From an optimization exercise on the open Yosys and OpenROAD flow, aimed at small area, a short achievable clock period and few clock cycles per item; shortcuts taken in it are not production practice.
In this exercise RTL edits were held to simulation tests only and were not proved equivalent to the original.
No activity file was given, so power comes from the tool's default toggle rates.

## sge_fsk_mod
module sge_fsk_mod (
    input  wire       clk,
    input  wire       rst,
    input  wire       cfg_msb_first,    
    input  wire       cfg_invert_ss,    
    input  wire       in_valid,
    output wire       in_ready,
    input  wire [7:0] in_data,
    input  wire       in_last,
    output wire       out_valid,
    input  wire       out_ready,
    output wire [7:0] out_sample,
    output wire       out_last
);
    localparam [7:0]  SYNC_BYTE = 8'hAB;
    localparam [2:0] M_IDLE  = 3'd0;
    localparam [2:0] M_LEAD  = 3'd1;
    localparam [2:0] M_SYNC0 = 3'd2;
    localparam [2:0] M_SYNC1 = 3'd3;
    localparam [2:0] M_DATA  = 3'd4;
    localparam [2:0] M_TRAIL = 3'd5;
    reg  [2:0]  mode;       
    reg  [3:0]  bidx;       
    reg  [5:0]  samp;       
    reg         tone_q;     
    reg         nbit_q;     
    reg         last_q;     
    reg         ir_q;       
    reg         iv_q;       
    reg         ov_q;
    reg  [7:0]  os_q;
    reg         ol_q;
    assign in_ready   = ir_q;
    assign out_valid  = ov_q;
    assign out_sample = os_q;
    assign out_last   = ol_q;
    wire bit_end   = (samp == 6'd39);
    wire frame_end = bit_end && (bidx == 4'd15);
    wire stall     = (mode == M_DATA) && (bidx == 4'd0) && (samp == 6'd0) && !iv_q;
    wire have      = (mode != M_IDLE) && !stall;
    wire load      = have && (!ov_q || out_ready);
    function [6:0] qsin;
        input [6:0] k;
        begin
            case (k)
            7'd0: qsin = 7'd0;
            7'd1: qsin = 7'd3;
            7'd2: qsin = 7'd6;
            7'd3: qsin = 7'd9;
            7'd4: qsin = 7'd12;
            7'd5: qsin = 7'd16;
            7'd6: qsin = 7'd19;
            7'd7: qsin = 7'd22;
            7'd8: qsin = 7'd25;
            7'd9: qsin = 7'd28;
            7'd10: qsin = 7'd31;
            7'd11: qsin = 7'd34;
            7'd12: qsin = 7'd37;
            7'd13: qsin = 7'd40;
            7'd14: qsin = 7'd43;
            7'd15: qsin = 7'd46;
            7'd16: qsin = 7'd49;
            7'd17: qsin = 7'd51;
            7'd18: qsin = 7'd54;
  ...
Size: ~440 cells after synthesis, ~26 I/O pins, about 3700 sq um of cells after synthesis.
==> flow/config.mk <==
export PLATFORM = sky130hd
export DESIGN_NAME = sge_fsk_mod
export DESIGN_NICKNAME = sge_fsk_mod
export VERILOG_FILES = /design/flow/design.v
export SDC_FILE = /design/flow/constraint.sdc
export NUM_CORES = 4
export LEC_CHECK = 0
export ABC_AREA = 1
export CAP_MARGIN = 20
export CORE_MARGIN = 2
export CORE_UTILIZATION = 75
export SETUP_SLACK_MARGIN = 5
export SLEW_MARGIN = 20
==> flow/constraint.sdc <==
create_clock -name core_clock -period 8.5 [get_ports {clk}]
set_input_delay 1.7000 -clock core_clock [delete_from_list [all_inputs] [get_ports {clk}]]
set_output_delay 1.7000 -clock core_clock [all_outputs]
set_load 0.01 [all_outputs]
standard.sh (not shown) runs the stock make flow with config.mk's settings and CLKGATE_MAP_FILE= SYNTH_SCRIPT=/design/flow/synth_recipe.tcl, a recipe that flattens the netlist after the stock synthesis.
==> flow/flow/run.sh <==
#!/bin/bash
# The standard layout (the standard.sh) with two changes:
# - after the standard synthesis, the combinational logic is mapped again by
#   abc with a stronger area script (flow/reopt.sh); every register keeps its
#   cell, name and connections;
# - the port buffers are buf_2 cells instead of the default choice.
# Synthesis leaves full and half adders as plain gates (no adder cells).
set -euo pipefail
export ADDER_MAP_FILE=
export BUFFER_PORTS_ARGS="-buffer_cell sky130_fd_sc_hd__buf_2"
R=orfs/results/$FLOW_PLATFORM/sge_fsk_mod/base
bash standard.sh synth > synth.log 2>&1
cp $R/1_2_yosys.v std_synth.v
bash flow/reopt.sh std_synth.v $R/1_2_yosys.v reopt $PWD/flow/abc_deep.script > reopt_summary.log 2>&1
rm -f $R/1_synth.odb
bash standard.sh finish > flow.log 2>&1
==> flow/flow/abc_deep.script <==
strash
&get -n
&deepsyn -T 60
&dch -f
&nf -R 1000
&put
==> flow/flow/cells2v.py <==
#!/usr/bin/env python3
"""Rewrite a netlist of sky130 cells: every combinational cell becomes an
assign of its liberty function; sequential cells stay as instances.
usage: cells2v.py LIBERTY IN.v OUT.v"""
import os, re, sys
lib, src_path, dst_path = sys.argv[1:4]
funcs, seq = {}, set()
cur = pin = None
for line in open(lib):
    m = re.match(r'\s*cell\s*\(\s*"?(\w+)"?\s*\)', line)
    if m:
        cur = m.group(1); funcs[cur] = {}; continue
    if cur and re.match(r'\s*(ff|latch|ff_bank|latch_bank)\s*\(', line):
        seq.add(cur)
    m = re.match(r'\s*pin\s*\(\s*"?(\w+)"?\s*\)', line)
    if m:
        pin = m.group(1); continue
    m = re.match(r'\s*function\s*:\s*"(.*)"', line)
    if m and cur:
        funcs[cur][pin] = m.group(1)
src = open(src_path).read()
inst_re = re.compile(r'\n(\s*)(sky130_fd_sc_hd__\w+)\s+(\S+)\s*\((.*?)\);', re.S)
assigns = []
def repl(m):
    cell, conns = m.group(2), m.group(4)
    if cell in seq or (os.environ.get("KEEP_ADDERS") and re.search(r"__(fa|ha)_", cell)):
        return m.group(0)
    pins = dict((a, b.strip()) for a, b in re.findall(r'\.(\w+)\(([^()]*)\)', conns))
    for op, f in funcs[cell].items():
        if op not in pins or not pins[op]:
            continue
        e = f.replace('!', '~').replace("'", '')
        e = re.sub(r'\b([A-Z]\w*)\b', lambda mm: '(' + pins[mm.group(1)] + ' )' if mm.group(1) in pins else mm.group(1), e)
        e = re.sub(r'(?<![\w\\$])1(?![\w\]])', "1'b1", e) if e.strip() in ('1',) else e
        if e.strip() == '0': e = "1'b0"
        if e.strip() == '1': e = "1'b1"
        assigns.append(f"  assign {pins[op]} = {e};")
    return ''
res = inst_re.sub(repl, src)
res = res.replace('endmodule', '\n'.join(assigns) + '\nendmodule')
open(dst_path, 'w').write(res)
==> flow/flow/reopt.sh <==
#!/bin/bash
# usage: reopt.sh IN_NETLIST OUT_NETLIST WORKDIR ABC_SCRIPT
# re-optimises the combinational logic of a synthesized netlist with abc;
# sequential cells and their names are kept
set -euo pipefail
IN=$1; OUT=$2; W=$3; SCR=$4
HERE=$(cd "$(dirname "$0")" && pwd)
LIB=${LIB:-$FLOW_HOME/platforms/sky130hd/lib/sky130_fd_sc_hd__tt_025C_1v80.lib}
mkdir -p $W
python3 $HERE/cells2v.py $LIB $IN $W/comb0.v
if [ -n "${LATE_PORTS:-}" ]; then python3 $HERE/lmux.py $W/comb0.v $W/comb.v $LATE_PORTS; else cp $W/comb0.v $W/comb.v; fi
DU=""
for c in sky130_fd_sc_hd__probe_p_8 sky130_fd_sc_hd__probec_p_8 'sky130_fd_sc_hd__lpflow_*'; do DU="$DU -dont_use $c"; done
cat > $W/reopt.ys <<EOY
read_liberty -lib $LIB
read_verilog $W/comb.v
hierarchy -top sge_fsk_mod
proc; opt_clean
techmap; opt -fast
abc -liberty $LIB $DU -script $SCR
opt_clean -purge
hilomap -singleton -hicell sky130_fd_sc_hd__conb_1 HI -locell sky130_fd_sc_hd__conb_1 LO
splitnets
opt_clean -purge
stat -liberty $LIB
write_verilog -noattr -noexpr -nohex -nodec $OUT
EOY
yosys -s $W/reopt.ys > $W/reopt.log 2>&1
grep "Chip area" $W/reopt.log
Testbench counts at the start, summed over its fixed seeds: cycles 107,536, samples 107,520.
Change:
CORE_UTILIZATION = 40   (was 75)
=>
- The new run completed without violations
- cell count rises by 8.2%
- via count came out lower by 13%
- setup slack gains 0.088 ns
- critical path depth is unchanged
- synthesized cell count is unchanged
- power falls by 1.3%
- first-iteration DRC count falls by 32%
Change:
CORE_UTILIZATION = 60   (was 40)
The changed run went through all stages and came out clean. Wire length grows by about 1.2%. Global-route usage grows by 7.2 points. Utilization grows by 24 points. Worst setup slack degrades by 0.087 ns. Total power shrinks by 5.7%. Via count grows by about 2.6%. Sequential power is about the same.
Change:
==> flow/flow/abc_deep.script (replaced) <==
strash
&get -n
&deepsyn -T 30
&put
dch -f
map -a
--- a/flow/flow/cells2v.py
+++ b/flow/flow/cells2v.py
@@ -4,3 +4,3 @@
 usage: cells2v.py LIBERTY IN.v OUT.v"""
-import os, re, sys
+import re, sys
 lib, src_path, dst_path = sys.argv[1:4]
@@ -25,3 +25,3 @@
     cell, conns = m.group(2), m.group(4)
-    if cell in seq or (os.environ.get("KEEP_ADDERS") and re.search(r"__(fa|ha)_", cell)):
+    if cell in seq:
         return m.group(0)
--- a/flow/flow/reopt.sh
+++ b/flow/flow/reopt.sh
@@ -9,4 +9,3 @@
 mkdir -p $W
-python3 $HERE/cells2v.py $LIB $IN $W/comb0.v
-if [ -n "${LATE_PORTS:-}" ]; then python3 $HERE/lmux.py $W/comb0.v $W/comb.v $LATE_PORTS; else cp $W/comb0.v $W/comb.v; fi
+python3 $HERE/cells2v.py $LIB $IN $W/comb.v
 DU=""
CORE_UTILIZATION = 40   (was 60)
Result:
- via count climbs by 8.1%
- synthesized cell count climbs by 26%
- maximum frequency climbs by 2.9%
- non-clock buffer count drops by 1
- wire length climbs by 5.2%
- design area climbs by 2.9%
- area after synthesis climbs by 1.8%
- sequential power drops by about 4%

## afterwards: timing with drivers on the ports
No port has a modelled driver above. Below, the same layouts with a new extraction and two added sets of constraints. Step 1 (the two cells are an assumption about what drives the block):
set clk [get_ports {clk}]
set_driving_cell -lib_cell sky130_fd_sc_hd__clkbuf_16 $clk
set_driving_cell -lib_cell sky130_fd_sc_hd__buf_2 [delete_from_list [all_inputs] $clk]
Step 2 times the ports against the registers' clock, not the clock port: input delays grow and output delays shrink by t, the midpoint of the rising clock arrivals with the driver on. Slacks: ideal ports / drivers / drivers and shift; pairs: ideal ports / drivers.
run | t (ns) | slack for setup (ns) | worst hold slack (ns) | worst register clock-pin slew, ns | worst slew at a driven data input, ns
the first run | 0.376 | 5.134 / 5.134 / 4.864 | 0.459 / 0.459 / 0.459 | 0.08 / 0.08 | 0.04
the second run | 0.360 | 5.222 / 5.222 / 5.039 | 0.462 / 0.462 / 0.462 | 0.08 / 0.08 | 0.03
the third run | 0.359 | 5.135 / 5.135 / 5.081 | 0.460 / 0.460 / 0.460 | 0.08 / 0.08 | 0.03
the fourth run | 0.353 | 5.230 / 5.237 / 4.884 | 0.452 / 0.452 / 0.452 | 0.07 / 0.07 | 0.03
After both steps setup and hold are still met in every run listed. The setup slack of the fourth run, which loses most, moves by +0.007 ns with the drivers and by -0.346 ns with both steps.
